This design comes from an exercise in tuning for small area, a short achievable clock period and few clock cycles on the open sky130 flow, not from production work.
The RTL was checked by simulation tests, not by an equivalence proof against the original design.
No activity file was given, so power comes from the tool's default toggle rates.

**flow/design.v**
```verilog
module sm1_frame_decode (
    input  wire [7:0]  f1, f2, f3, f4, f5, f6, f7,
    input  wire [1:0]  rt,        
    input  wire        ch,
    input  wire        ver,
    input  wire [2:0]  k,
    output reg  [31:0] w
);
    wire [15:0] r23 = {f2, f3};
    wire [15:0] r45 = {f4, f5};
    wire [15:0] r67 = {f6, f7};
    always @(*) begin
        w = 32'd0;
        case (rt)
        2'd1: case (k)
            3'd0:    w = {4'h1, ch, ver, f1[1:0], f1, r23};
            3'd1:    w = ver ? {16'd0, r23} : {{16{r23[15]}}, r23};
            default: w = {24'd0, f4};
            endcase
        2'd2: case (k)
            3'd0:    w = {4'h2, ch, ver, f1[0], 1'b0, f1, r23};
            3'd1:    w = ver ? {{17{~r23[15]}}, r23[14:0]} : {{16{r23[15]}}, r23};
            default: w = {24'd0, f4};
            endcase
        default: case (k)
            3'd0:    w = {4'h3, ch, ver, ver, (ver ? f1[2:1] : 2'd0), f1[0], 14'd0, f1};
            3'd1:    w = {{16{r23[15]}}, r23};
            3'd2:    w = {{16{r45[15]}}, r45};
            3'd3:    w = ver ? {{17{~r67[15]}}, r67[14:0]} : {{24{f6[7]}}, f6};
            default: w = ver ? {16'd0, r67} : {24'd0, f6};
            endcase
        endcase
    end
endmodule
module sm1_frame_encode (
    input  wire [31:0] x,         
    input  wire        wide,      
    output wire        fits,
    input  wire [7:0]  f1, f2, f3, f4, f5, f6, f7, cks,
    input  wire        ver,
    input  wire [1:0]  k,         
    output reg  [31:0] w
);
    assign fits = wide ? ((x[31:15] == 17'h00000) || (x[31:15] == 17'h1FFFF))
                       : ((x[31:7]  == 25'h0000000) || (x[31:7]  == 25'h1FFFFFF));
    always @(*) begin
        case (k)
            2'd1:    w = {8'h02, f1, f2, f3};
            2'd2:    w = ver ? {f4, f5, f6, f7} : {f4, f5, f6, cks};
            default: w = ver ? {cks, 8'h03, 16'd0} : {8'h03, 24'd0};
        endcase
    end
endmodule
module sm1_codec (
    input  wire        clk,
    input  wire        rst,           
    input  wire        cmd_valid,
    output wire        cmd_ready,
    input  wire [31:0] cmd_data,
    input  wire        cmd_last,
    input  wire [31:0] ts_in,         
    output wire        rsp_valid,
    input  wire        rsp_ready,
    output wire [31:0] rsp_data,
    output wire        rsp_last
);
    localparam G_DEC = 2'd0, G_STATS = 2'd1, G_FRAME = 2'd2;
    reg        cfg_ver, cfg_cken, cfg_rxdir;
    reg        lt7, lt9, lt10;        
    reg [63:0] s0, s1;                
    reg [3:0]  len0, len1;
    reg        ate0, ate1;            
    reg [7:0]  wsum0, wsum1;
    reg        weq0, weq1;            
    reg [31:0] ok0, ok1, ckf0, ckf1, mal0, mal1, lts0, lts1;
    reg        seen0, seen1;
    reg        cv, cc;                
    reg        c_feed, c_dec, c_enc, c_rsta, c_rsts, c_rdst, c_wrcfg, c_rdcfg, c_badop;
    reg        c_mid, c_resx;         
    reg        c_ch, c_b26, c_b25;
    reg [7:0]  c_lo;
    reg        c_b02, c_b03;          
    reg [31:0] c_ts;
    reg [6:0]  c_cnt;                 
    reg        c_badlen;
    reg [63:0] opr;                   
    reg        fl1, fl2, fl3, fl4;    
    reg [7:0]  osa, osr;              
    reg        gbusy;
    reg [2:0]  gk;                    
    reg [4:0]  grem;                  
    reg        ex_r;                  
    reg [1:0]  gtype, x_rt;
    reg        x_ch, x_ver, x_opr;
    reg [31:0] w0r;
    reg        q0v, q1v, q0l, q1l;
    reg [31:0] q0d, q1d;
    reg        pend_v;                
    reg        rdy;
    assign cmd_ready = rdy;
    assign rsp_valid = q0v;
    assign rsp_data  = q0d;
    assign rsp_last  = q0l;
    function [7:0] add8(input [7:0] a, input [7:0] b);
        reg [7:0] g, p, gg, pp, g2, p2;
        integer i;
        begin
            g = a & b; p = a ^ b;
            gg = g; pp = p;
            for (i = 1; i < 8; i = i + 1) begin
                g2[i] = gg[i] | (pp[i] & gg[i-1]); p2[i] = pp[i] & pp[i-1];
            end
            g2[0] = gg[0]; p2[0] = pp[0];
            gg = g2; pp = p2;
            for (i = 2; i < 8; i = i + 1) begin
                g2[i] = gg[i] | (pp[i] & gg[i-2]); p2[i] = pp[i] & pp[i-2];
            end
            gg = g2; pp = p2;
            for (i = 4; i < 8; i = i + 1) begin
                g2[i] = gg[i] | (pp[i] & gg[i-4]); p2[i] = pp[i] & pp[i-4];
            end
            gg = g2;
            add8 = p ^ {gg[6:0], 1'b0};
        end
    endfunction
    function [15:0] csa(input [7:0] a, input [7:0] b, input [7:0] c);
        reg [7:0] t;
        begin
            t = (a & b) | (a & c) | (b & c);
            csa = {t[6:0], 1'b0, a ^ b ^ c};
        end
    endfunction
    function sum_is(input [7:0] a, input [7:0] b, input [7:0] c);
        reg [7:0] cy;
        begin
            cy = (a & b) | ((a ^ b) & ~c);
            sum_is = ((a ^ b ^ c) == {cy[6:0], 1'b0});
        end
    endfunction
    function [31:0] sat_inc(input [31:0] x);
        reg [31:0] a, b;
        integer i, d;
        begin
            a = x;                        
            for (d = 1; d < 32; d = d * 2) begin
                b = a;
                for (i = d; i < 32; i = i + 1) b[i] = a[i] & a[i-d];
                a = b;
            end
            sat_inc = (x ^ {a[30:0], 1'b1}) | {32{a[31]}};
        end
    endfunction
    wire gpush  = gbusy && !q1v;
    wire g_last = grem[0];
    wire pop    = q0v && rsp_ready;
    wire c_opr  = c_dec || c_enc;
    reg  sclr;                                  
    wire exec   = ex_r;
    wire direct = exec && !gbusy && !q1v;       
    wire push   = gpush || direct;
    wire       is_hdr   = !cv || cc;
    wire       ld_hdr   = rdy && is_hdr;      
    wire       ld_opd   = rdy && !is_hdr;
    wire       take     = cmd_valid && rdy;
    wire       take_hdr = take && is_hdr;
    wire       take_opd = take && !is_hdr;
    wire [3:0] i_op     = cmd_data[31:28];
    reg  [11:0] i_mask;               
    always @(*) begin
        case (i_op)
            4'h1:                   i_mask = 12'h700;
            4'h2:                   i_mask = 12'h900;
            4'h3:                   i_mask = 12'hDF8;
            4'h4, 4'h5, 4'h6, 4'h7: i_mask = 12'h7FF;
            4'h8:                   i_mask = 12'hFF8;
            4'h9:                   i_mask = 12'hFFF;
            default:                i_mask = 12'h000;
        endcase
    end
    wire [7:0] ln0 = cmd_data[31:24], ln1 = cmd_data[23:16],
               ln2 = cmd_data[15:8],  ln3 = cmd_data[7:0];
    wire       i_fits;
    wire [7:0] b1 = c_b25 ? {5'd0, c_lo[2:1], c_lo[0]} : {7'd0, c_lo[0]};
    wire [23:0] fve = c_opr ? opr[23:0] : (c_ch ? s1[23:0] : s0[23:0]);
    wire [7:0]  e1 = fve[7:0],   e2 = fve[15:8],  e3 = fve[23:16];
    wire [63:0] fvg = x_opr ? opr : (x_ch ? s1 : s0);
    wire [7:0]  g1 = fvg[7:0],   g2 = fvg[15:8],  g3 = fvg[23:16], g4 = fvg[31:24],
                g5 = fvg[39:32], g6 = fvg[47:40], g7 = fvg[55:48];
    wire       c_res   = c_mid || c_resx;
    wire       illegal = c_badop || c_res || c_badlen;
    wire [3:0] ill_why = c_badop ? 4'd1 : (c_res ? 4'd2 : 4'd3);
    wire       e_ver = c_dec ? c_b25 : cfg_ver;
    wire       e_dir = c_dec ? c_b26 : cfg_rxdir;
    wire       e_ch  = c_dec ? 1'b0 : c_ch;
    wire       e_n9  = c_dec ? c_b26 : !lt7;
    wire       e_n10 = c_dec ? (c_b26 & c_b25) : lt10;
    wire [7:0]  top0 = ({8{lt7}} & s0[39:32]) | ({8{lt9}} & s0[55:48]) | ({8{lt10}} & s0[63:56]);
    wire [7:0]  top1 = ({8{lt7}} & s1[39:32]) | ({8{lt9}} & s1[55:48]) | ({8{lt10}} & s1[63:56]);
    wire [7:0] d_cks  = e_n10 ? opr[63:56] : (e_n9 ? opr[55:48] : opr[39:32]);
    wire [7:0] cks_rx = c_dec ? d_cks : (c_ch ? top1 : top0);
    wire [7:0] osa4   = add8(osa, opr[31:24]);
    wire [7:0] csum   = c_dec ? (c_b26 ? osr : osa4) : (c_ch ? wsum1 : wsum0);
    wire       ck0    = cfg_cken && !weq0;
    wire       ck1    = cfg_cken && !weq1;
    wire       ckd    = c_b26 ? (osr != d_cks) : !sum_is(osa, opr[31:24], opr[39:32]);
    wire       ckbad  = c_dec ? (cfg_cken && ckd) : (c_ch ? ck1 : ck0);
    wire [1:0] rec_rt = e_dir ? 2'd3 : ((e1[7:3] == 5'd0) ? 2'd1 : 2'd2);
    wire [3:0] lrx  = {lt9 | lt10, lt7, lt7 | lt10, lt7 | lt9};
    wire       at_end = c_ch ? ate1 : ate0;
    wire       f_done = at_end && c_b03;      
    wire       f_mal  = at_end && !c_b03;     
    function [3:0] feed_len(input [63:0] sb, input [3:0] ln, input ate);
        reg [3:0] m7, m9, m10;
        integer k;
        begin
            m7 = c_b02 ? 4'd1 : 4'd0;
            for (k = 5; k >= 1; k = k - 1) if (sb[8*(k-1) +: 8] == 8'h02) m7 = 7 - k;
            m9 = c_b02 ? 4'd1 : 4'd0;
            for (k = 7; k >= 1; k = k - 1) if (sb[8*(k-1) +: 8] == 8'h02) m9 = 9 - k;
            m10 = c_b02 ? 4'd1 : 4'd0;
            for (k = 8; k >= 1; k = k - 1) if (sb[8*(k-1) +: 8] == 8'h02) m10 = 10 - k;
            if (ate)
                feed_len = c_b03 ? 4'd0 : (lt7 ? m7 : (lt9 ? m9 : m10));
            else if (ln == 4'd0)
                feed_len = c_b02 ? 4'd1 : 4'd0;
            else
                feed_len = ln + 4'd1;
        end
    endfunction
    wire [3:0] flen0 = feed_len(s0, len0, ate0);
    wire [3:0] flen1 = feed_len(s1, len1, ate1);
    wire [7:0] d_lexp   = !c_b26 ? 8'd7 : (c_b25 ? 8'd10 : 8'd9);
    wire       d_lenbad = (c_lo != d_lexp);
    wire       d_stx    = fl1;
    wire       d_etx    = e_n10 ? fl4 : (e_n9 ? fl3 : fl2);
    wire [1:0] mode  = c_lo[2:1];
    wire [3:0] field = ((!c_b25 && mode != 2'd0) || (c_b25 && mode == 2'd3)) ? 4'd1 :
                       fl1 ? 4'd2 : fl2 ? 4'd3 : fl3 ? 4'd4 : 4'd0;
    wire [31:0] rec_w0;
    sm1_frame_decode u_dec0 (
        .f1(e1), .f2(e2), .f3(e3), .f4(8'd0), .f5(8'd0), .f6(8'd0), .f7(8'd0),
        .rt(rec_rt), .ch(e_ch), .ver(e_ver), .k(3'd0), .w(rec_w0)
    );
    reg [31:0] x_w;
    reg        x3, x4, x5;            
    reg [1:0]  x_gt;
    always @(*) begin
        x_w  = 32'd0;
        x3 = 1'b0; x4 = 1'b0; x5 = 1'b0;
        x_gt = G_DEC;
        if (illegal) begin
            x_w = {4'hF, 24'd0, ill_why};
        end else if (c_feed) begin
            if (f_done) begin
                if (ckbad) x_w = {4'h4, c_ch, cfg_ver, cfg_rxdir, 9'd0, csum, cks_rx};
                else begin
                    x_w = rec_w0;
                    x5 = cfg_rxdir; x3 = !cfg_rxdir;
                end
            end else if (f_mal) begin
                x_w = {4'h5, c_ch, cfg_ver, cfg_rxdir, 9'd0, 4'd0, lrx, 2'd0, 1'b0, 1'b1, 4'd2};
            end
        end else if (c_dec) begin
            if (d_lenbad)
                x_w = {4'h5, 1'b0, c_b25, c_b26, 9'd0, c_lo, 4'd0, 4'd1};
            else if (d_stx || d_etx)
                x_w = {4'h5, 1'b0, c_b25, c_b26, 9'd0, c_lo, 2'd0, d_stx, d_etx, 4'd2};
            else if (ckbad)
                x_w = {4'h4, 1'b0, c_b25, c_b26, 9'd0, csum, cks_rx};
            else begin
                x_w = rec_w0;
                x5 = c_b26; x3 = !c_b26;
            end
        end else if (c_enc) begin
            if (field != 4'd0) x_w = {4'h7, 24'd0, field};
            else begin
                x_w  = {4'h6, 20'd0, (c_b25 ? 8'd10 : 8'd9)};
                x4 = 1'b1;
                x_gt = G_FRAME;
            end
        end else if (c_rdst) begin
            x_w  = c_ch ? {4'h8, 1'b1, seen1, 22'd0, len1}
                        : {4'h8, 1'b0, seen0, 22'd0, len0};
            x5 = 1'b1;
            x_gt = G_STATS;
        end else if (c_rdcfg) begin
            x_w = {4'h9, 25'd0, cfg_rxdir, cfg_cken, cfg_ver};
        end
    end
    wire [31:0] dec_w;
    sm1_frame_decode u_dec (
        .f1(g1), .f2(g2), .f3(g3), .f4(g4), .f5(g5), .f6(g6), .f7(g7),
        .rt(x_rt), .ch(x_ch), .ver(x_ver), .k(gk), .w(dec_w)
    );
    wire [31:0] enc_w;
    sm1_frame_encode u_enc (
        .x(cmd_data), .wide(!(c_cnt == 7'd2 && !c_b25)), .fits(i_fits),
        .f1(g1), .f2(g2), .f3(g3), .f4(g4), .f5(g5), .f6(g6), .f7(g7), .cks(osr),
        .ver(x_ver), .k(gk[1:0]), .w(enc_w)
    );
    reg [7:0]  csel;                  
    wire [31:0] cm = ({32{csel[0]}} & ok0) | ({32{csel[1]}} & ckf0) |
                     ({32{csel[2]}} & mal0) | ({32{csel[3]}} & lts0) |
                     ({32{csel[4]}} & ok1) | ({32{csel[5]}} & ckf1) |
                     ({32{csel[6]}} & mal1) | ({32{csel[7]}} & lts1);
    wire [31:0] cinc = sat_inc(cm);
    wire [31:0] g_w = (gk == 3'd0) ? w0r :
                      (gtype == G_STATS) ? cm : ((gtype == G_FRAME) ? enc_w : dec_w);
    wire [31:0] p_w = direct ? x_w : g_w;
    wire        x1  = !(x3 || x4 || x5);
    wire        p_l = direct ? x1 : g_last;
    wire       cv_n    = take_hdr ? 1'b1 : (exec ? 1'b0 : cv);
    wire       cc_n    = take_hdr ? cmd_last : (cc || (take_opd && cmd_last));
    wire       gbusy_n = exec ? !(direct && x1) : ((gpush && g_last) ? 1'b0 : gbusy);
    wire [2:0] gk_n    = exec ? {2'd0, direct} : (gpush ? gk + 3'd1 : gk);
    wire [4:0] grem_n  = exec ? (direct ? {1'b0, x5, x4, x3, 1'b0} : {x5, x4, x3, 1'b0, x1})
                              : (gpush ? {1'b0, grem[4:1]} : grem);
    wire       x_opr_n = exec ? c_opr : x_opr;
    wire       q1v_n   = q1v ? !pop : (q0v && push && !pop);
    wire       q0v_n   = q1v ? 1'b1 : (push || (q0v && !pop));
    wire       single  = illegal || c_rsta || c_rsts || c_wrcfg || c_rdcfg ||
                         (c_feed && (!f_done || ckbad)) || (c_enc && field != 4'd0) ||
                         (c_dec && (d_lenbad || d_stx || d_etx || ckbad));
    wire       gfree_n = exec ? (single && (direct || !q1v_n))
                              : (!gbusy_n || (!q1v_n && (gpush ? grem[1] : grem[0])));
    wire       cdec_n  = ld_hdr ? (i_op == 4'h2) : c_dec;
    wire       cb26_n  = ld_hdr ? cmd_data[26] : c_b26;
    wire       sched_n = cc_n && gfree_n && !(exec && c_wrcfg);
    wire       ex_n    = cv_n && sched_n;
    wire       rdy_n   = !cv_n || sched_n || (!cc_n && !(gbusy_n && x_opr_n));
    wire legal    = exec && !illegal;
    wire do_feed  = legal && c_feed;
    wire do_rstst = legal && c_rsts;
    wire do_rstas = legal && c_rsta;
    wire do_wrcfg = legal && c_wrcfg;
    wire cfg_chg  = (c_lo[0] != cfg_ver) || (c_lo[2] != cfg_rxdir);
    function [63:0] shift_in(input [63:0] sb);
        shift_in = {c_lo, (lt9 ? c_lo : sb[63:56]), sb[55:48], (lt7 ? c_lo : sb[47:40]), sb[39:8]};
    endfunction
    wire [15:0] wc0  = csa(wsum0, top0, ~s0[7:0]);
    wire [15:0] wc1  = csa(wsum1, top1, ~s1[7:0]);
    wire [7:0]  wsh0 = add8(wc0[7:0], {wc0[15:9], 1'b1});
    wire [7:0]  wsh1 = add8(wc1[7:0], {wc1[15:9], 1'b1});
    reg        o_n9, o_n10;
    wire       oj_n  = gbusy_n && (exec ? (x_gt == G_FRAME) : (gtype == G_FRAME));
    wire       xv_n  = exec ? (c_enc ? c_b25 : e_ver) : x_ver;
    wire       cenc_n = ld_hdr ? (i_op == 4'h3) : c_enc;
    wire       cb25_n = ld_hdr ? cmd_data[25] : c_b25;
    wire       od_n  = cenc_n || (cdec_n && cb26_n);
    wire [15:0] oca  = csa(opr[7:0], opr[15:8], opr[23:16]);
    wire [15:0] ocb  = csa(osa, opr[31:24], o_n9 ? opr[39:32] : 8'd0);
    wire [15:0] ocb2 = csa(ocb[7:0], ocb[15:8], o_n9 ? opr[47:40] : 8'd0);
    wire [15:0] ocb3 = csa(ocb2[7:0], ocb2[15:8], o_n10 ? opr[55:48] : 8'd0);
    always @(posedge clk) begin
        if (rst) begin
            cv <= 1'b0; cc <= 1'b0;
            gbusy <= 1'b0;
            q0v <= 1'b0; q1v <= 1'b0;
            pend_v <= 1'b0;
            rdy <= 1'b1;
            ex_r <= 1'b0;
            x_opr <= 1'b0;
            sclr  <= 1'b1;
            c_dec <= 1'b0; c_enc <= 1'b0;
        end else begin
            cv <= cv_n; cc <= cc_n;
            gbusy <= gbusy_n;
            q0v <= q0v_n; q1v <= q1v_n;
            pend_v <= do_feed && (f_done || f_mal);
            rdy <= rdy_n;
            ex_r <= ex_n;
            x_opr <= x_opr_n;
            sclr  <= do_wrcfg && cfg_chg;
            if (ld_hdr) begin
                c_dec <= (i_op == 4'h2);
                c_enc <= (i_op == 4'h3);
            end
        end
    end
    always @(posedge clk) begin
        osa <= add8(oca[7:0], oca[15:8]);
        osr <= add8(ocb3[7:0], ocb3[15:8]);
        o_n9  <= oj_n || od_n;
        o_n10 <= oj_n ? xv_n : (cb25_n && od_n);
        if (ld_hdr) begin
            c_feed   <= (i_op == 4'h1);
            c_rsta   <= (i_op == 4'h4) || (i_op == 4'h6);
            c_rsts   <= (i_op == 4'h5) || (i_op == 4'h6);
            c_rdst   <= (i_op == 4'h7);
            c_wrcfg  <= (i_op == 4'h8);
            c_rdcfg  <= (i_op == 4'h9);
            c_badop  <= (i_op == 4'h0) || (i_op >= 4'hA);
            c_mid    <= (cmd_data[23:8] != 16'd0);
            c_ch     <= cmd_data[27];
            c_b26    <= cmd_data[26];
            c_b25    <= cmd_data[25];
            c_resx   <= ({cmd_data[27:24], cmd_data[7:0]} & i_mask) != 12'd0;
            c_lo     <= cmd_data[7:0];
            c_b02    <= (cmd_data[7:0] == 8'h02);
            c_b03    <= (cmd_data[7:0] == 8'h03);
            c_ts     <= ts_in;
            c_cnt    <= 7'd0;
            c_badlen <= (i_op == 4'h3) || (i_op == 4'h2 && cmd_data[7:0] != 8'd0);
        end else if (take_opd) begin
            if (c_cnt != 7'd127) c_cnt <= c_cnt + 7'd1;
            if (c_enc)      c_badlen <= (c_cnt != 7'd2);
            else if (c_dec) c_badlen <= (c_cnt + 7'd1 != {1'b0, c_lo[7:2]} + {6'd0, (c_lo[1:0] != 2'd0)});
            else            c_badlen <= 1'b1;
        end
        if (ld_opd) begin
            case (c_cnt)
            7'd0: begin
                opr[7:0]   <= c_enc ? b1 : ln1;
                opr[15:8]  <= ln2;
                opr[23:16] <= ln3;
                fl1 <= c_enc ? !i_fits : (ln0 != 8'h02);
            end
            7'd1: begin
                opr[31:24] <= c_enc ? ln2 : ln0;
                opr[39:32] <= c_enc ? ln3 : ln1;
                opr[47:40] <= ln2;
                opr[55:48] <= ln3;
                fl2 <= c_enc ? !i_fits : (ln2 != 8'h03);
            end
            7'd2: begin
                if (c_enc) begin
                    opr[47:40] <= c_b25 ? (ln2 ^ 8'h80) : ln3;
                    opr[55:48] <= ln3;
                end
                opr[63:56] <= ln0;
                fl3 <= c_enc ? !i_fits : (ln0 != 8'h03);
                fl4 <= (ln1 != 8'h03);
            end
            default: ;
            endcase
        end
    end
    always @(posedge clk) begin
        if (q1v) begin
            if (pop) begin q0d <= q1d; q0l <= q1l; end
        end else if (push && (!q0v || pop)) begin
            q0d <= p_w; q0l <= p_l;
        end else if (push) begin
            q1d <= p_w; q1l <= p_l;
        end
        gk    <= gk_n;
        grem  <= grem_n;
        if (exec) begin
            w0r   <= x_w;
            gtype <= x_gt;
            x_rt  <= rec_rt;
            x_ch  <= e_ch;
            x_ver <= c_enc ? c_b25 : e_ver;
        end
    end
    reg rst_r;
    always @(posedge clk) rst_r <= rst;
    wire       lclr   = rst_r || (do_wrcfg && cfg_chg);
    wire [3:0] len0_n = (lclr || (do_rstas && !c_ch)) ? 4'd0 : ((do_feed && !c_ch) ? flen0 : len0);
    wire [3:0] len1_n = (lclr || (do_rstas &&  c_ch)) ? 4'd0 : ((do_feed &&  c_ch) ? flen1 : len1);
    wire       lt7_n  = rst_r ? 1'b1 : (do_wrcfg ? !c_lo[2] : lt7);
    wire       lt9_n  = rst_r ? 1'b0 : (do_wrcfg ? (c_lo[2] && !c_lo[0]) : lt9);
    wire       lt10_n = rst_r ? 1'b0 : (do_wrcfg ? (c_lo[2] && c_lo[0]) : lt10);
    always @(posedge clk) begin
        len0 <= len0_n; len1 <= len1_n;
        lt7 <= lt7_n; lt9 <= lt9_n; lt10 <= lt10_n;
        ate0 <= (lt7_n && len0_n == 4'd6) || (lt9_n && len0_n == 4'd8) || (lt10_n && len0_n == 4'd9);
        ate1 <= (lt7_n && len1_n == 4'd6) || (lt9_n && len1_n == 4'd8) || (lt10_n && len1_n == 4'd9);
    end
    always @(posedge clk) begin
        if (rst_r) begin
            cfg_ver   <= 1'b1;
            cfg_cken  <= 1'b1;
            cfg_rxdir <= 1'b0;
            ok0  <= 32'd0; ok1  <= 32'd0;
            ckf0 <= 32'd0; ckf1 <= 32'd0;
            mal0 <= 32'd0; mal1 <= 32'd0;
            lts0 <= 32'd0; lts1 <= 32'd0;
            seen0 <= 1'b0; seen1 <= 1'b0;
        end else begin
            if (pend_v) begin
                if (csel[0]) ok0  <= cinc;
                if (csel[1]) ckf0 <= cinc;
                if (csel[2]) mal0 <= cinc;
                if (csel[4]) ok1  <= cinc;
                if (csel[5]) ckf1 <= cinc;
                if (csel[6]) mal1 <= cinc;
            end
            if (do_feed) begin
                if (f_done) begin
                    if (c_ch) begin lts1 <= c_ts; seen1 <= 1'b1; end
                    else      begin lts0 <= c_ts; seen0 <= 1'b1; end
                end
            end
            if (do_rstst) begin
                if (c_ch) begin
                    ok1 <= 32'd0; ckf1 <= 32'd0; mal1 <= 32'd0;
                    lts1 <= 32'd0; seen1 <= 1'b0;
                end else begin
                    ok0 <= 32'd0; ckf0 <= 32'd0; mal0 <= 32'd0;
                    lts0 <= 32'd0; seen0 <= 1'b0;
                end
            end
            if (do_wrcfg) begin
                cfg_ver   <= c_lo[0];
                cfg_cken  <= c_lo[1];
                cfg_rxdir <= c_lo[2];
            end
        end
        if (sclr) begin
            s0 <= 64'd0; s1 <= 64'd0; wsum0 <= 8'd0; wsum1 <= 8'd0;
            weq0 <= 1'b1; weq1 <= 1'b1;
        end else if (do_feed && !f_done) begin
            if (c_ch) begin s1 <= shift_in(s1); wsum1 <= wsh1; weq1 <= (wsh1 == c_lo); end
            else      begin s0 <= shift_in(s0); wsum0 <= wsh0; weq0 <= (wsh0 == c_lo); end
        end
        if (do_feed && (f_done || f_mal))
            csel <= 8'd1 << {c_ch, (f_mal ? 2'd2 : (ckbad ? 2'd1 : 2'd0))};
        else
            csel <= 8'd1 << {(exec ? e_ch : x_ch), gk_n[1:0] - 2'd1};
    end
endmodule
```
**flow/flow/run.sh**
```bash
#!/bin/bash
set -euo pipefail
bash standard.sh SETUP_SLACK_MARGIN=6.75 finish > standard.log 2>&1
```
**flow/standard.sh**
```bash
#!/bin/bash
# synth_recipe.tcl (not shown) runs the flow's synth.tcl, then flattens the netlist and writes it again
# the make line also repeats each setting of config.mk as NAME=value (left out here)
make -C /OpenROAD-flow-scripts/flow DESIGN_CONFIG=/design/flow/config.mk WORK_HOME=/design/flow/orfs CLKGATE_MAP_FILE= SYNTH_SCRIPT=/design/flow/synth_recipe.tcl "${@:-finish}"
```
**flow/config.mk**
```make
export PLATFORM = sky130hd
export DESIGN_NAME = sm1_codec
export DESIGN_NICKNAME = sm1_codec
export VERILOG_FILES = /design/flow/design.v
export SDC_FILE = /design/flow/constraint.sdc
export NUM_CORES = 4
export LEC_CHECK = 0
export CAP_MARGIN = 20
export CORE_MARGIN = 2
export CORE_UTILIZATION = 40
export SLEW_MARGIN = 20
```
**flow/constraint.sdc**
```tcl
create_clock -name core_clock -period 10.0 [get_ports {clk}]
set_input_delay 2.0000 -clock core_clock [delete_from_list [all_inputs] [get_ports {clk}]]
set_output_delay 2.0000 -clock core_clock [all_outputs]
set_load 0.01 [all_outputs]
```
==> flow_summary_export.csv, run 1 <==
group,metric,value,unit
routing,firstDrtPassIters,7,
die,core-area,0.0933,mm^2
synthesis,syn_nets,4473,
synthesis,netlist_instances,4299,
die,std_cell_rows,112,
cts,cts_root_buffer,"clkbuf_16",
setup_path,cp_max_fo,11,
global_routing,grt_max_degree,93,
sta,worst_slew_pin_slew,1.19,ns
placed_design,dp.cells,5414,
synthesis,synthFlopType,"dfxtp_1",
sta,skew,0.0339,ns
sta,relSlewSlack,19.9,%
die,initial_core_util,40.3,%
cts,clkLatencyLatePin,0.66,ns
finish,final_nets,4544,
sta,period_share,34.0,%
finish,area_growth,18.5,%
die,die_w,311,um
setup_path,end_kind,"flip-flop",
synthesis,synth_area,0.0376,mm^2
routing,routedWlPerCell,27.8,um
setup_path,crit_type,"reg -> reg",
synthesis,ys_seq_elements,701,
routing,wl,158000,um
setup_path,required,10.40,ns
global_routing,grt_pass1_vias,32900,
synthesis,synthDistinctLibCells,102,
power,power.density,165,mW/mm^2
cts,ctsHtreeMaxLevel,3,
cts,hold_buffers,0,
cts,cts_buffers,80,
routing,via_per_inst,6.20,
placed_design,dp_hpwl,106000,um
placed_design,gp_congestion,1.03,
setup_path,cp-start-kind,"flip-flop",
die,die_y,311,um
setup_path,crit_path_start,"opr[26]$_DFFE_PP_",
global_routing,grt_pass1_wl,228000,um
synthesis,synth_edf_count,228,
power,p_total,7.35,mW
power,leakagePower,16.1,nW
sta,setup_viol,0,
finish,layout.cells.non_filler,5689,
die,ioPinCount,104,
die,die-area,0.0966,mm^2
sta,tns,0,ns
sta,final-hold-violation-count,0,
global_routing,grt_antenna_before_repair,3,
power,irDropWorstVdd,0.146,mV
finish,drive_above_1_share,15.5,%
synthesis,syn_area_per_cell,8.75,um^2
status,status,"no timing/DRC/antenna violations",
routing,num_vias,35200,
sta,max_freq,294,MHz
sta,report.final.slew_viol_count,0,
cts,path_clk_slew,0.06,ns
synthesis,ys_seq_area_share,43.4,%
cts,cts_tree,"yes",
min_path,hp-class,"reg -> reg",
min_path,hp-start,"lts1[8]$_SDFF_PP0_",
finish,final_util,47.8,%
setup_path,worstReg2RegStart,"opr[26]$_DFFE_PP_",
sta,rsz0062_at_grt,"yes",
synthesis,async_flop_share,0,%
synthesis,ys_warn_count,3,
cts,clock-sinks,701,
global_routing,track_usage,31.3,%
sta,final_period_minus_worst_setup_slack,3.40,ns
global_routing,grt-ovfl-total,0,
routing,drc,0,
placed_design,io_buffer_count,103,
run,cap_violations,0,
routing,drt_iter0_drc,4724,
cts,cts.path.max_buffers,3,
routing,ant_nets,0,
setup_path,critPathArrivalTime,3.81,ns
layer usage:
layer / GRT usage (%) / up-vias / wire length [um]
li1: - / 15800 / -
met1: 40.4 / 17100 / 62300
met2: 49.5 / 1903 / 70300
met3: 5.56 / 471 / 13900
met4: 18.0 / 2 / 11500
met5: 0 / - / 13
path summary, 6_finish.rpt:
| path | endpoint | cells past startpoint | slack (ns) |
|---|---|---|---|
| setup reg to reg | q0d[6]$_DFFE_PP_ | 12 | 6.60 |
| hold / removal | lts1[8]$_SDFF_PP0_ | 2 | 0.45 |
| hold reg to reg | lts1[8]$_SDFF_PP0_ | 2 | 0.45 |
| setup / recovery | q0d[6]$_DFFE_PP_ | 12 | 6.60 |
cells in the final DEF (no fill, tap or decap), drive strengths merged, types with 61 or more instances in the layout:
cell type / n
inv: 139
mux2i: 116
a211oi: 61
o21ai: 346
mux2: 70
xnor2: 78
clkbuf: 126
edfxtp: 228
nand3: 64
nand2: 604
nor2: 345
dfxtp: 473
a22oi: 175
a21oi: 436
o211ai: 77
buf: 220
cells in the mapped netlist, types with 30 or more instances:
cell type | count | area [um^2]
a22oi_1 | 175 | 1310
mux2_2 | 69 | 777
nor2b_1 | 30 | 188
nand3_1 | 62 | 310
nand4_1 | 51 | 319
buf_1 | 40 | 150
a21oi_1 | 433 | 2170
xor2_1 | 36 | 315
a211oi_1 | 61 | 458
clkbuf_1 | 219 | 822
nand2b_1 | 32 | 200
nor4_1 | 37 | 231
ha_1 | 53 | 663
nand2_1 | 604 | 2270
inv_1 | 134 | 503
o21ai_0 | 341 | 1710
nor2_1 | 343 | 1290
xnor2_1 | 78 | 683
and2_1 | 34 | 213
nor3_1 | 49 | 245
edfxtp_1 | 228 | 6850
fa_1 | 52 | 1040
buf_2 | 42 | 210
a31oi_1 | 50 | 313
dfxtp_1 | 473 | 9470
o211ai_1 | 77 | 578
mux2i_1 | 116 | 1160
power by group:
part           total, mW  switching (mW)  internal [mW]
registers           3.20           0.159           3.04
logic               1.18           0.701          0.476
clock network       2.97            1.26           1.72
registers in the layout, indices dropped and copies added (netlist names), 5 cells and up, named ones only:
signal	flops
lts1	31
osa	8
mal0	32
mal1	32
csel	8
ckf1	32
opr	64
q0d	32
grem	5
osr	8
c_cnt	7
ckf0	32
s1	64
wsum0	8
c_lo	8
wsum1	8
c_ts	32
q1d	32
w0r	32
s0	64
ok1	32
ok0	32
critical path, stage by stage (launching register included):
cell	delay [ns]
edfxtp_1	0.53
buf_4	0.20
buf_6	0.10
fa_1	0.49
xnor2_1	0.15
nor3_2	0.21
a41o_2	0.32
a21oi_4	0.07
buf_12	0.18
buf_4	0.13
o211a_4	0.27
a2bb2oi_2	0.18
mux2_2	0.30
per-stage QoR:
stage / worst slack, ns / instance area [um^2] / hold slack, ns
final: 6.60 / 44600 / 0.451
after global routing: 6.55 / 44600 / 0.467
after CTS: 6.65 / 43500 / 0.456
after detailed placement: 5.37 / 39600 / 0.448
after global placement: 5.48 / 39600 / 0.440
after floorplan: 6.53 / 37700 / 0.432
timing repair:
| action | in CTS | in global routing |
|---|---|---|
| cloned | 8 | 7 |
| pin swaps | 39 | 61 |
| endpoints found under the hold margin | 0 | 0 |
| setup endpoints to repair | 461 | 398 |
| resized for setup | 294 | 175 |
| buffers inserted | 72 | 40 |
cell type report:
cell class / instances / area (um^2)
fillers: 9043 / 48700
diodes: 1 / 2.50
well taps: 1254 / 1570
clock buffers: 118 / 2310
repair buffers: 305 / 3040
inverters: 136 / 519
flip-flops and latches: 701 / 16400
multi-input cells: 3146 / 20500
clock inverters: 28 / 313
kinds of logic after synthesis:
group / Yosys count / share of synthesized area [%]
AOI/OAI and AO/OA: 1383 / 23.0
and+or+nand+nor: 1351 / 16.3
DFF: 701 / 43.4
buffers and inverters: 453 / 4.88
muxes: 186 / 5.18
xor gates and xnor gates: 114 / 2.65
adders and majority gates: 111 / 4.69
Testbench counts, summed over its fixed seeds: cycles 24,004.
==> inputs of run 2 (changes only) <==
==> flow/flow/run.sh (replaced) <==
#!/bin/bash
set -euo pipefail
bash standard.sh SETUP_SLACK_MARGIN=6.5 finish > standard.log 2>&1
==> flow_summary_export.csv, run 2 <==
group,metric,value,unit
sta,tns,0,ns
sta,max_freq,285,MHz
power,p_clk_share,41.3,%
global_routing,grt_antenna_before_repair,4,
cts,clock-sinks,701,
finish,seqCellArea,0.0164,mm^2
placed_design,gp_congestion,1.05,
die,die-area,0.0966,mm^2
finish,drive_above_1_share,11.1,%
sta,setup_viol,0,
sta,relSlewSlack,17.2,%
run,cap_violations,0,
setup_path,cp-start-kind,"flip-flop",
global_routing,track_usage,30.7,%
cts,cts.path.max_buffers,3,
routing,ant_nets,0,
min_path,hold_depth,2,
finish,final_common_cell,"nand2_1",
synthesis,yosys-top-cells-area,"dfxtp_1 25%, edfxtp_1 18%, nand2_1 6.0%, a21oi_1 5.8%, o21ai_0 4.5%",
routing,firstDrtPassIters,9,
die,core-area,0.0933,mm^2
global_routing,grt_pass1_wl,223000,um
placed_design,dp_hpwl,106000,um
power,leakagePower,15.6,nW
sta,worst_slew_pin_slew,1.23,ns
routing,drc,0,
placed_design,io_buffer_count,103,
power,intPower,5.17,mW
synthesis,synthDistinctLibCells,102,
cts,cts_tree,"yes",
synthesis,yosysMostFrequentCell,"nand2_1",
power,pwr-share-seq,43.7,%
setup_path,reg2reg_slack,6.50,ns
min_path,hp-class,"reg -> reg",
sta,report.final.slew_viol_count,0,
routing,via_per_inst,6.17,
die,die_w,311,um
synthesis,syn_area_per_cell,8.75,um^2
synthesis,synthFlopType,"dfxtp_1",
finish,nFillCells,9056,
setup_path,required,10.44,ns
die,initial_core_util,40.3,%
power,p_comb_share,15.0,%
cts,path_clk_slew,0.06,ns
die,die_y,311,um
sta,period_share,35.0,%
die,ioPinCount,104,
global_routing,grt_pass1_vias,32100,
sta,rsz0062_at_grt,"yes",
global_routing,grt_max_degree,93,
power,swShare,29.2,%
cts,cts_buffers,80,
finish,multi_input_area,0.0199,mm^2
setup_path,crit_type,"reg -> reg",
synthesis,async_flop_share,0,%
die,std_cell_rows,112,
synthesis,synthTopCellsByCount,"604 x nand2_1, 473 x dfxtp_1, 433 x a21oi_1, 343 x nor2_1, 341 x o21ai_0",
sta,final-hold-violation-count,0,
power,switchingPower,2.14,mW
routing,num_vias,34700,
routing,drt_iter0_drc,4595,
finish,final_cell_mix,"602 x nand2_1, 457 x dfxtp_1, 423 x a21oi_1, 336 x o21ai_0, 330 x nor2_1",
synthesis,syn_nets,4473,
routing,wl,153000,um
finish,final_nets,4480,
cts,ctsHtreeMaxLevel,3,
finish,area_growth,15.2,%
setup_path,r2r_cells,10,
synthesis,ys_seq_elements,701,
synthesis,ys_warn_count,3,
synthesis,netlist_instances,4299,
setup_path,cp_max_fo,8,
synthesis,synth_area,0.0376,mm^2
synthesis,synth_top_cell_by_area,"dfxtp_1",
finish,top_regs,"opr: 64 flops, s0: 64 flops, s1: 64 flops",
synthesis,synth_top_area_share,25.2,%
status,status,"no timing/DRC/antenna violations",
routing,routedWlPerCell,27.3,um
synthesis,ys_seq_area_share,43.4,%
synthesis,synth_edf_count,228,
global_routing,grt-ovfl-total,0,
finish,layout.cells.non_filler,5626,
placed_design,dp.cells,5417,
setup_path,end_kind,"flip-flop",
setup_path,critPathArrivalTime,3.95,ns
cts,clkLatencyLatePin,0.69,ns
cts,cts_root_buffer,"clkbuf_16",
sta,final_period_minus_worst_setup_slack,3.50,ns
power,irDropWorstVdd,0.202,mV
power,power.density,169,mW/mm^2
sta,skew,0.0366,ns
## run 2: power by group through the flow
stage	Clock, mW	Combinational, mW	Sequential [mW]
after floorplan	0	0.708	3.16
after global placement	0	0.978	3.26
after detailed placement	0	0.988	3.26
after CTS	3.05	1.04	3.18
after global routing	3.16	1.19	3.19
final	3.02	1.10	3.19
## run 2: cell type report
| cell class | count | share of cell area, % |
|---|---|---|
| multi-input combinational | 3146 | 45.9 |
| sequential | 701 | 37.7 |
| timing repair buffer | 241 | 5.38 |
| clock buffer | 100 | 5.15 |
| tap | 1254 | 3.62 |
| inverter | 136 | 1.19 |
| clock inverter | 46 | 1.02 |
| antenna | 2 | 0.0115 |
## run 2: worst paths after layout
check,startpoint,end
max,x_ch$_DFF_P_,q0d[5]$_DFFE_PP_
min,mal0[31]$_SDFF_PP0_,mal0[31]$_SDFF_PP0_
max reg2reg,x_ch$_DFF_P_,q0d[5]$_DFFE_PP_
min reg2reg,mal0[31]$_SDFF_PP0_,mal0[31]$_SDFF_PP0_
## run 2: worst max-delay path, cell delays in order, from the launching register on
cell	delay [ns]
dfxtp_4	0.39
buf_12	0.13
mux2i_1	0.45
o21ai_0	0.42
mux2_2	0.40
nor2b_1	0.13
a21oi_1	0.14
o221ai_1	0.14
a31oi_1	0.65
nor4_1	0.12
a221o_1	0.29
## run 2: routing by layer
| metal | routed length (um) | GRT usage (%) | vias up |
|---|---|---|---|
| li1 | - | - | 15600 |
| met1 | 61800 | 40.4 | 16800 |
| met2 | 68000 | 47.5 | 1875 |
| met3 | 13400 | 5.46 | 428 |
| met4 | 10200 | 17.5 | 2 |
| met5 | 9 | 0 | - |
## run 2: per-stage QoR
stage | hold slack [ns] | area (um^2) | util [%] | setup slack, ns | power (mW)
3_5_place_dp | 0.447 | 39600 | 42.5 | 5.47 | 4.25
5_1_grt | 0.476 | 43400 | 46.5 | 6.39 | 7.54
2_1_floorplan | 0.432 | 37700 | - | 6.53 | 3.87
4_1_cts | 0.455 | 43000 | 46.0 | 6.50 | 7.27
6_report | 0.456 | 43400 | 46.5 | 6.50 | 7.31
3_3_place_gp | 0.443 | 39600 | 42.5 | 5.56 | 4.24
## run 2: cells by family (layout without fill, tap and decap cells)
| group | count (synthesis) | after routing | share of synthesized area (%) |
|---|---|---|---|
| muxes | 186 | 186 | 5.18 |
| other | 0 | 2 | 0 |
| AOI/OAI and AO/OA | 1383 | 1383 | 23.0 |
| buffers and inverters | 453 | 523 | 4.88 |
| adders and majority gates | 111 | 111 | 4.69 |
| and+or+nand+nor | 1351 | 1352 | 16.3 |
| DFF | 701 | 701 | 43.4 |
| xor gates and xnor gates | 114 | 114 | 2.65 |
## run 2: timing repair
| action | 4_1_cts | 5_1_grt |
|---|---|---|
| resized for setup | 112 | 60 |
| endpoints found under the setup margin | 385 | 228 |
| hold buffers | 0 | 0 |
| pin swaps | 15 | 13 |
| cloned | 3 | 2 |
| buffers inserted | 39 | 17 |

-- port drivers added, routing unchanged --
In the flow no input, the clock included, has a driving cell. The finished layouts below were timed again as built, in two steps. Step 1: set_driving_cell puts a clkbuf_16 on clk and a buf_2 on each other input, an assumption about the parent block. Step 2 adds t to the input delays and takes it off the output delays; t is the mean of the earliest and latest rising clock arrival at the registers after step 1. Input paths then give back, and output paths get back, about the clock's delay inside the block. Three values: no drivers, after step 1, after step 2; two values: the first two.
| run | t, ns | setup WS [ns] | worst setup path at the end |
|---|---|---|---|
| run 1 | 0.719 | 6.596 / 6.596 / 6.188 | input to register |
| run 2 | 0.746 | 6.497 / 6.474 / 5.925 | input to register |
After both steps every run listed still meets setup and hold. For run 2, which loses most, drivers alone change the setup slack by -0.023 ns; drivers and shift together by -0.572 ns.
